From an optimization exercise on the open Yosys and OpenROAD flow, aimed at small area, a short achievable clock period and few clock cycles; shortcuts taken in it are not production practice. No functional check of the RTL was part of this run. No activity file was given, so power comes from the tool's default toggle rates.

**run.sh**
```bash
#!/bin/bash
# synth_recipe.tcl (not shown) runs the flow's synth.tcl, then flattens the netlist and writes it again
# the make line also repeats each setting of config.mk as NAME=value (left out here)
make -C /OpenROAD-flow-scripts/flow DESIGN_CONFIG=/design/flow/config.mk WORK_HOME=/design/flow/orfs CLKGATE_MAP_FILE= SYNTH_SCRIPT=/design/flow/synth_recipe.tcl finish
```
**config.mk**
```make
export PLATFORM = sky130hd
export DESIGN_NAME = kspc_link
export DESIGN_NICKNAME = kspc_link
export VERILOG_FILES = /design/flow/design.v
export SDC_FILE = /design/flow/constraint.sdc
export NUM_CORES = 4
export LEC_CHECK = 0
export CAP_MARGIN = 20
export CORE_MARGIN = 2
export CORE_UTILIZATION = 40
export SLEW_MARGIN = 20
```
**constraint.sdc**
```tcl
create_clock -name core_clock -period 10.0 [get_ports {clk}]
set_input_delay 2.0000 -clock core_clock [delete_from_list [all_inputs] [get_ports {clk}]]
set_output_delay 2.0000 -clock core_clock [all_outputs]
set_load 0.01 [all_outputs]
```
**design.v**
```verilog
module kspc_link (
    input  wire        clk,
    input  wire        reset,         
    input  wire        cmd_valid,
    output wire        cmd_ready,
    input  wire [23:0] cmd_word,
    output wire        rsp_valid,
    output reg  [15:0] rsp_word,
    input  wire        rx_avail,
    input  wire [7:0]  rx_data,
    output wire        rx_pop,
    output wire        tx_valid,
    output reg  [7:0]  tx_data,
    input  wire        tx_ready,
    input  wire [31:0] now,
    output wire        connected
);
    localparam [7:0]  SYNC0         = 8'hBE;
    localparam [7:0]  SYNC1         = 8'hEF;
    localparam [7:0]  HANDSHAKE_LEN = 8'd4;
    localparam [7:0]  TELEMETRY_LEN = 8'd64;
    localparam [7:0]  CONTROL_TAG   = 8'h65;
    localparam [7:0]  CONTROL_LEN   = 8'd16;
    localparam [7:0]  HS_M1         = 8'd3;
    localparam [7:0]  HS_M2         = 8'd1;
    localparam [7:0]  HS_M3         = 8'd4;
    localparam [31:0] IDLE_TIMEOUT  = 32'd2000;
    localparam integer TLEN = TELEMETRY_LEN;
    localparam integer CLEN = CONTROL_LEN;
    localparam integer SLEN = (TLEN > 4) ? TLEN : 4;
    localparam [2:0] SEEK0   = 3'd0;
    localparam [2:0] SEEK1   = 3'd1;
    localparam [2:0] LEN     = 3'd2;
    localparam [2:0] TAG     = 3'd3;
    localparam [2:0] PAYLOAD = 3'd4;
    localparam [2:0] CSUM    = 3'd5;
    localparam [7:0] OP_NOP   = 8'h00;
    localparam [7:0] OP_POLL  = 8'h01;
    localparam [7:0] OP_SENDC = 8'h02;
    localparam [7:0] OP_SENDH = 8'h03;
    localparam [7:0] OP_RST   = 8'h0F;
    localparam [7:0] OP_RDS   = 8'h10;
    localparam [7:0] OP_RDH   = 8'h11;
    localparam [7:0] OP_RDT   = 8'h12;
    localparam [7:0] OP_RDC   = 8'h13;
    localparam [7:0] OP_WRC   = 8'h20;
    localparam [7:0] ST_OK       = 8'h00;
    localparam [7:0] ST_NODATA   = 8'h10;
    localparam [7:0] ST_INCOMPL  = 8'h11;
    localparam [7:0] ST_ACCEPTED = 8'h12;
    localparam [7:0] ST_REJECTED = 8'h13;
    localparam [7:0] ST_ERROR    = 8'hE0;
    localparam [7:0] ERR_OPCODE  = 8'h01;
    localparam [7:0] ERR_OPERAND = 8'h02;
    localparam [7:0] ERR_RANGE   = 8'h03;
    localparam [7:0] ERR_RO      = 8'h04;
    localparam [7:0] REJ_LENGTH  = 8'h01;
    localparam [7:0] REJ_CSUM    = 8'h02;
    localparam [1:0] S_IDLE = 2'd0;
    localparam [1:0] S_POLL = 2'd1;
    localparam [1:0] S_TX   = 2'd2;
    reg  [1:0]          state;
    reg                 rsp_pending;      
    reg  [2:0]          rx_phase;
    reg  [7:0]          rx_len;
    reg  [7:0]          rx_idx;
    reg  [7:0]          rx_csum;
    reg  [8*SLEN-1:0]   scratch;          
    reg  [8*4-1:0]      hsreg;
    reg  [8*TLEN-1:0]   telem;
    reg  [8*CLEN-1:0]   ctrl;             
    reg                 conn;
    reg  [31:0]         last_ok;
    reg                 popped;           
    reg                 tx_ctrl;          
    reg  [8:0]          tx_pos;           
    reg  [7:0]          tx_acc;           
    reg  [15:0]         tx_rsp;           
    wire [7:0] op = cmd_word[23:16];
    wire [7:0] ca = cmd_word[15:8];
    wire [7:0] cd = cmd_word[7:0];
    assign cmd_ready = !reset && (state == S_IDLE);
    wire   accept    = cmd_valid && cmd_ready;
    reg  [7:0] op_size;
    always @(*) begin
        case (op)
            OP_RDS:  op_size = 8'd18;
            OP_RDH:  op_size = 8'd4;
            OP_RDT:  op_size = TELEMETRY_LEN;
            OP_RDC:  op_size = CONTROL_LEN;
            OP_WRC:  op_size = CONTROL_LEN;
            default: op_size = 8'd0;
        endcase
    end
    wire op_action = (op == OP_NOP) || (op == OP_POLL) || (op == OP_SENDC) ||
                     (op == OP_SENDH) || (op == OP_RST);
    wire op_read   = (op == OP_RDS) || (op == OP_RDH) || (op == OP_RDT) ||
                     (op == OP_RDC);
    wire op_write  = (op == OP_WRC);
    reg [7:0] cmd_err;    
    always @(*) begin
        if (!(op_action || op_read || op_write))
            cmd_err = ERR_OPCODE;
        else if (op_action && (ca != 8'd0 || cd != 8'd0))
            cmd_err = ERR_OPERAND;
        else if (op_read && cd != 8'd0)
            cmd_err = ERR_OPERAND;
        else if ((op_read || op_write) && ca >= op_size)
            cmd_err = ERR_RANGE;
        else if (op_write && ca == 8'd0)
            cmd_err = ERR_RO;
        else
            cmd_err = 8'd0;
    end
    wire cmd_ok = accept && (cmd_err == 8'd0);
    reg [7:0] csr_rd;
    always @(*) begin
        case (ca)
            8'd0:    csr_rd = {4'd0, rx_phase, conn};
            8'd1:    csr_rd = rx_len;
            8'd2:    csr_rd = rx_idx;
            8'd3:    csr_rd = rx_csum;
            8'd4:    csr_rd = last_ok[7:0];
            8'd5:    csr_rd = last_ok[15:8];
            8'd6:    csr_rd = last_ok[23:16];
            8'd7:    csr_rd = last_ok[31:24];
            8'd8:    csr_rd = TELEMETRY_LEN;
            8'd9:    csr_rd = CONTROL_LEN;
            8'd10:   csr_rd = CONTROL_TAG;
            8'd11:   csr_rd = HS_M1;
            8'd12:   csr_rd = HS_M2;
            8'd13:   csr_rd = HS_M3;
            8'd14:   csr_rd = IDLE_TIMEOUT[7:0];
            8'd15:   csr_rd = IDLE_TIMEOUT[15:8];
            8'd16:   csr_rd = IDLE_TIMEOUT[23:16];
            8'd17:   csr_rd = IDLE_TIMEOUT[31:24];
            default: csr_rd = 8'd0;
        endcase
    end
    wire [7:0] ctrl_byte_a = (ca == 8'd0) ? CONTROL_TAG : ctrl[8*ca +: 8];
    reg [7:0] rd_data;
    always @(*) begin
        case (op)
            OP_RDS:  rd_data = csr_rd;
            OP_RDH:  rd_data = hsreg[8*ca +: 8];
            OP_RDT:  rd_data = telem[8*ca +: 8];
            default: rd_data = ctrl_byte_a;
        endcase
    end
    wire rx_take = (state == S_POLL) && rx_avail;
    assign rx_pop = !reset && rx_take;
    wire [7:0] b = rx_data;
    wire [7:0] scratch_tag = scratch[7:0];
    wire len_match = ((b == 8'h00) && (rx_len == HANDSHAKE_LEN)) ||
                     ((b == 8'h01) && (rx_len == TELEMETRY_LEN));
    reg [2:0]  n_phase;
    reg [7:0]  n_len, n_idx, n_csum;
    reg        rx_done;       
    reg        rx_acc;        
    reg [15:0] rx_rsp;        
    always @(*) begin
        n_phase = rx_phase;
        n_len   = rx_len;
        n_idx   = rx_idx;
        n_csum  = rx_csum;
        rx_done = 1'b0;
        rx_acc  = 1'b0;
        rx_rsp  = 16'd0;
        case (rx_phase)
            SEEK0: begin
                if (b == SYNC0) n_phase = SEEK1;
            end
            SEEK1: begin
                if (b == SYNC1)      n_phase = LEN;
                else if (b == SYNC0) n_phase = SEEK1;
                else                 n_phase = SEEK0;
            end
            LEN: begin
                n_len   = b;
                n_phase = TAG;
            end
            TAG: begin
                if (len_match) begin
                    n_idx   = 8'd1;
                    n_csum  = rx_len ^ b;
                    n_phase = (rx_len == 8'd1) ? CSUM : PAYLOAD;
                end else begin
                    n_phase = SEEK0;
                    n_len   = 8'd0;
                    n_idx   = 8'd0;
                    n_csum  = 8'd0;
                    rx_done = 1'b1;
                    rx_rsp  = {ST_REJECTED, REJ_LENGTH};
                end
            end
            PAYLOAD: begin
                n_csum = rx_csum ^ b;
                n_idx  = rx_idx + 8'd1;
                if (rx_idx + 8'd1 == rx_len) n_phase = CSUM;
            end
            CSUM: begin
                n_phase = SEEK0;
                n_len   = 8'd0;
                n_idx   = 8'd0;
                n_csum  = 8'd0;
                rx_done = 1'b1;
                if (b == rx_csum) begin
                    rx_acc = 1'b1;
                    rx_rsp = {ST_ACCEPTED, scratch_tag};
                end else begin
                    rx_rsp = {ST_REJECTED, REJ_CSUM};
                end
            end
            default: ;
        endcase
    end
    wire [31:0] elapsed = now - last_ok;
    wire        expired = elapsed > IDLE_TIMEOUT;
    wire [7:0] tx_n = tx_ctrl ? CONTROL_LEN : HANDSHAKE_LEN;
    wire [8:0] rec_i = tx_pos - 9'd3;
    reg [7:0] rec_byte;
    always @(*) begin
        if (tx_ctrl) begin
            if (rec_i == 9'd0) rec_byte = CONTROL_TAG;
            else               rec_byte = ctrl[8*rec_i +: 8];
        end else begin
            case (rec_i[1:0])
                2'd0:    rec_byte = 8'h00;
                2'd1:    rec_byte = HS_M1;
                2'd2:    rec_byte = HS_M2;
                default: rec_byte = HS_M3;
            endcase
        end
    end
    wire tx_last = (tx_pos == {1'b0, tx_n} + 9'd3);
    always @(*) begin
        if (tx_pos == 9'd0)      tx_data = SYNC0;
        else if (tx_pos == 9'd1) tx_data = SYNC1;
        else if (tx_pos == 9'd2) tx_data = tx_n;
        else if (tx_last)        tx_data = tx_acc;
        else                     tx_data = rec_byte;
    end
    assign tx_valid = !reset && (state == S_TX);
    wire   tx_fire  = tx_valid && tx_ready;
    wire do_reset = reset || (cmd_ok && op == OP_RST);
    integer i;
    always @(posedge clk) begin
        rsp_pending <= 1'b0;
        if (do_reset) begin
            rx_phase <= SEEK0;
            rx_len   <= 8'd0;
            rx_idx   <= 8'd0;
            rx_csum  <= 8'd0;
            hsreg    <= {8*4{1'b0}};
            telem    <= {{8*(TLEN-1){1'b0}}, 8'h01};
            ctrl     <= {8*CLEN{1'b0}};
            conn     <= 1'b0;
            last_ok  <= 32'd0;
            state    <= S_IDLE;
            popped   <= 1'b0;
            tx_ctrl  <= 1'b0;
            tx_pos   <= 9'd0;
            tx_acc   <= 8'd0;
            tx_rsp   <= 16'd0;
            if (!reset) begin
                rsp_pending <= 1'b1;
                rsp_word    <= {ST_OK, 8'h00};
            end
        end else begin
            case (state)
                S_IDLE: begin
                    if (accept) begin
                        if (cmd_err != 8'd0) begin
                            rsp_pending <= 1'b1;
                            rsp_word    <= {ST_ERROR, cmd_err};
                        end else begin
                            case (op)
                                OP_POLL: begin
                                    state  <= S_POLL;
                                    popped <= 1'b0;
                                end
                                OP_SENDC, OP_SENDH: begin
                                    state   <= S_TX;
                                    tx_ctrl <= (op == OP_SENDC);
                                    tx_pos  <= 9'd0;
                                    tx_rsp  <= {ST_OK, 8'h00};
                                end
                                OP_WRC: begin
                                    ctrl[8*ca +: 8] <= cd;
                                    rsp_pending     <= 1'b1;
                                    rsp_word        <= {ST_OK, 8'h00};
                                end
                                OP_RDS, OP_RDH, OP_RDT, OP_RDC: begin
                                    rsp_pending <= 1'b1;
                                    rsp_word    <= {ST_OK, rd_data};
                                end
                                default: begin    
                                    rsp_pending <= 1'b1;
                                    rsp_word    <= {ST_OK, 8'h00};
                                end
                            endcase
                        end
                    end
                end
                S_POLL: begin
                    if (rx_take) begin
                        popped   <= 1'b1;
                        rx_phase <= n_phase;
                        rx_len   <= n_len;
                        rx_idx   <= n_idx;
                        rx_csum  <= n_csum;
                        if (rx_phase == TAG)
                            scratch[7:0] <= b;
                        if (rx_phase == PAYLOAD) begin
                            for (i = 1; i < SLEN; i = i + 1)
                                if (rx_idx == i)
                                    scratch[8*i +: 8] <= b;
                        end
                        if (rx_acc) begin
                            if (scratch_tag == 8'h00)
                                hsreg <= scratch[8*4-1:0];
                            else
                                telem <= scratch[8*TLEN-1:0];
                        end
                        if (rx_done) begin
                            if (rx_acc) begin
                                conn    <= 1'b1;
                                last_ok <= now;
                            end else if (expired) begin
                                conn    <= 1'b0;
                                last_ok <= now;
                            end
                            if (rx_acc && scratch_tag == 8'h00) begin
                                state   <= S_TX;
                                tx_ctrl <= 1'b0;
                                tx_pos  <= 9'd0;
                                tx_rsp  <= rx_rsp;
                            end else begin
                                state       <= S_IDLE;
                                rsp_pending <= 1'b1;
                                rsp_word    <= rx_rsp;
                            end
                        end
                    end else begin
                        if (expired) begin
                            conn    <= 1'b0;
                            last_ok <= now;
                        end
                        state       <= S_IDLE;
                        rsp_pending <= 1'b1;
                        rsp_word    <= popped ? {ST_INCOMPL, 8'h00}
                                              : {ST_NODATA, 8'h00};
                    end
                end
                S_TX: begin
                    if (tx_fire) begin
                        if (tx_pos == 9'd2)
                            tx_acc <= tx_data;
                        else if (!tx_last)
                            tx_acc <= tx_acc ^ tx_data;
                        tx_pos <= tx_pos + 9'd1;
                        if (tx_last) begin
                            state       <= S_IDLE;
                            rsp_pending <= 1'b1;
                            rsp_word    <= tx_rsp;
                        end
                    end
                end
                default: state <= S_IDLE;
            endcase
        end
    end
    assign rsp_valid = !reset && rsp_pending;
    assign connected = conn;
endmodule
```
==> results.cfg <==
[drt]
antenna_left = 0
drcViolationCount = 0
vias_per_cell = 5.61
routed_wl_um = 154000
vias = 38600
wl_per_cell_um = 22.4
dr.pass1.iters = 6
initialDrtViolationCount = 4259

[power]
p_leak_nw = 19.9
vdd_drop_max_uv = 161
powerDensity_nw_per_um2 = 188

[placed_design]
dp_cells = 6630
dp_hpwl_um = 95800
gp_congestion = 0.933
port_buffers = 95

[floorplan]
fp.coreArea_sq_um = 135000
die_w_um = 372
start_util_pct = 40.2
io_pins = 98
dieHeight_um = 372
num_rows = 135
dieArea_sq_um = 139000

[worst_setup_path]
worstPathRequired_ns = 10.37
cp-start-kind = input port
r2r_slack_ns = 5.59
rr_worst_depth = 7
crit_type = in2reg
cp_slowest_cell = nor2_1
slowest_delay_ns = 0.88
worst-path-buf-inv = 2
r2r_start = state[1]
worst_ep_arrival_time_ns = 7.57
worstPathMaxFanout = 20
cp_cell_sequence = clkdlybuf4s50_1, nor4_4, and3_1, inv_2, ha_1, o31ai_1, a31oi_2, and4bb_4, and4b_1, nand3_1, nor2_1
rr_endpoint = scratch[501]
critPathCaptureType = register
cp_top_family = simple AND/OR/NAND/NOR gates

[timing]
grt_setup_unrepaired = false
finalMaxSlewViolations = 0
setup_viol = 0
fin_crit_sh_pct = 72.0
fin_skew_ns = 0.0263
setup_tns_ns = 0
relSlewSlack_pct = 14.1
max_freq_mhz = 139
worstMarginPinSlew_ns = 1.29
finalHoldViolations = 0
fin_crit_ns = 7.20

[clock_tree]
cts-buffers-inserted = 137
cts_root_buf = clkbuf_16
post-cts-setup-buffer-count = 0
cts_max_path_buffers = 3
htree_levels = 4
cts_resized = 0
clk_latency_ns = 0.76
cts_sinks = 1288
hold_buffers = 0
cts_tree = done
clk_pin_slew_worst_paths_ns = 0.06

[grt]
grt_usage_pct = 22.0
grt_pass1_wl_um = 232000
grt_antenna_before_repair = 8
grt_max_degree = 235
overflow = 0
grt_pass1_vias = 36600

[synth]
synth_top_family_by_area = simple AND/OR/NAND/NOR gates
dominantRegCellSynth = dfxtp_1
postSynthAreaPerCell_sq_um = 10.8
synth_xor_area_share_pct = 0.823
yosysWarnings = 1
yosysTopAreaCell = edfxtp_1
synthDominantCellAreaShare_pct = 29.0
ys_ff_latch = 1288
synth-compound-area-share_pct = 9.84
synth_async_sr_flop_share_pct = 0
post_synth_num_cell_types = 97
netlist_area_sq_um = 54300
ys_top_cells_by_area = edfxtp_1 29%, dfxtp_1 28%, mux4_2 9.7%, nand2_1 8.8%, a21oi_1 6.0%
synth-edff-count = 524
muxShareOfSynthArea_pct = 13.3
synth_fa_ha_area_share_pct = 1.33
postSynthCellCount = 5046
synth-simple-area-share_pct = 14.3
yosysSeqAreaShare_pct = 57.2

[finish]
finalNonFillerCells = 6883
final_nets = 5115
final_layout_size_suffix_gt1_share_pct = 10.9
mostFrequentLayoutCells = 1278 x nand2_1, 763 x dfxtp_1, 652 x a21oi_1
final_common_cell = nand2_1
area_growth_pct = 12.4
num_antenna_cells = 0

[worst_hold_path]
worstHoldEndpoint = telem[381]
hold_path_class = reg2reg
min_from = telem[381]
min_path_cells = 2

[flow_run]
drv_cap = 0

[status]
status = finished clean
[metal layers]
layer  part of all wire, %  track usage (%)  up-vias
met5                     0                0        -
met4                   2.6             6.55        0
met3                   6.6             2.99      234
met2                    46             34.5     1440
met1                    45             31.6    19100
li1                      -                -    17800
[layout make-up]
| class | instances | area, sq um |
|---|---|---|
| clock inverter | 67 | 657 |
| tap | 1781 | 2230 |
| timing repair buffer | 159 | 1520 |
| clock buffer | 185 | 3770 |
| sequential | 1288 | 31000 |
| multi-input combinational | 3335 | 21500 |
| inverter | 68 | 255 |
| fill | 12500 | 74100 |
[cell usage after synthesis (all sizes together), types with 7 or more instances]
cell type and n:
a21boi 7, mux4 233, xnor2 21, clkbuf 260, or3 14, or2 7, nand3b 9, nor2b 21
a211oi 20, o21a 8, a21o 15, ha 56, nand4 21, edfxtp 524, nand2 1278, dfxtp 764
mux2 9, and2 21, inv 68, a221oi 9, a222oi 8, nor4 18, buf 96, a31oi 25
nor2 302, xor2 30, o31ai 8, mux2i 185, nand3 41, nor3 39, a21oi 654, a22oi 24
o211ai 16, nand2b 19, o22ai 10, and3 32, o221ai 12, o21ai 83
[registers in the layout (all words and copies together), names as in the netlist]
signal / flops
scratch: 512
telem: 512
ctrl: 128
hsreg: 32
last_ok: 32
rsp_word: 12
tx_rsp: 10
tx_pos: 9
rx_csum: 8
rx_idx: 8
rx_len: 8
tx_acc: 8
rx_phase: 3
state: 2
conn: 1
popped: 1
rsp_pending: 1
tx_ctrl: 1
[stage by stage]
step | total power [W] | area (sq um) | util, % | worst slack (ns) | hold slack, ns
floorplan | 0.00621 | 54300 | - | 3.75 | 0.429
global placement | 0.00654 | 56500 | 41.8 | 2.29 | 0.434
detailed placement | 0.00654 | 56500 | 41.8 | 2.17 | 0.442
CTS | 0.0115 | 61000 | 45.1 | 2.68 | 0.449
global route | 0.0118 | 61000 | 45.1 | 2.41 | 0.458
finish | 0.0114 | 61000 | 45.1 | 2.80 | 0.447
[power breakdown]
group	switching, W	internal (W)
Sequential	0.0000254	0.00550
Combinational	0.000589	0.000318
Clock	0.00213	0.00288
Total	0.00274	0.00870
[worst min-delay path, delay by kind of cell (launching register included)]
family	cells	cell delay, ns
flops	1	0.31
compound gates	1	0.05
simple gates	1	0.05
[worst max-delay path by stage]
stage	endpoint	slack, ns	start	cells after the start
2_1_floorplan	scratch[16]	3.75	cmd_word[8]	18
6_report	scratch[501]	2.80	cmd_word[19]	11
4_1_cts	tx_data[1]	2.68	tx_pos[0]	12
3_5_place_dp	scratch[507]	2.17	cmd_word[19]	11
5_1_grt	tx_data[1]	2.41	tx_pos[0]	12
3_3_place_gp	scratch[487]	2.29	cmd_word[19]	11
[cell families after synthesis]
kind of cell / count (synthesis)
adder cells (fa/ha/maj): 57
XOR/XNOR: 51
AO/OA/AOI/OAI: 943
multiplexers: 427
other: 1
flip-flops: 1288
AND/OR/NAND/NOR: 1855
buffers and inverters: 424

## static timing again, ports no longer ideal
The results above use ideal ports. As a check the final layout listed here was re-extracted and re-timed, cells and wires unchanged.
Step 1 assumes that a clkbuf_16 drives the clock port and a buf_2 every other input.
Step 2, shift: input delay + t, output delay - t, t = (earliest + latest rising clock arrival at the registers) / 2. This alone moves slack from input paths to output paths.
a / b / c = no drivers / after step 1 / after step 2; a / b = the first two.
t, ns: 0.827
setup slack, ns: 2.802 / 2.751 / 2.024
worst hold slack (ns): 0.447 / 0.447 / 0.447
worst setup path at the end: input to register
worst slew at a driven data input, ns: 0.13
After both steps this run still meets setup and hold. The setup slack of this run moves by -0.051 ns with the drivers and by -0.778 ns with both steps.
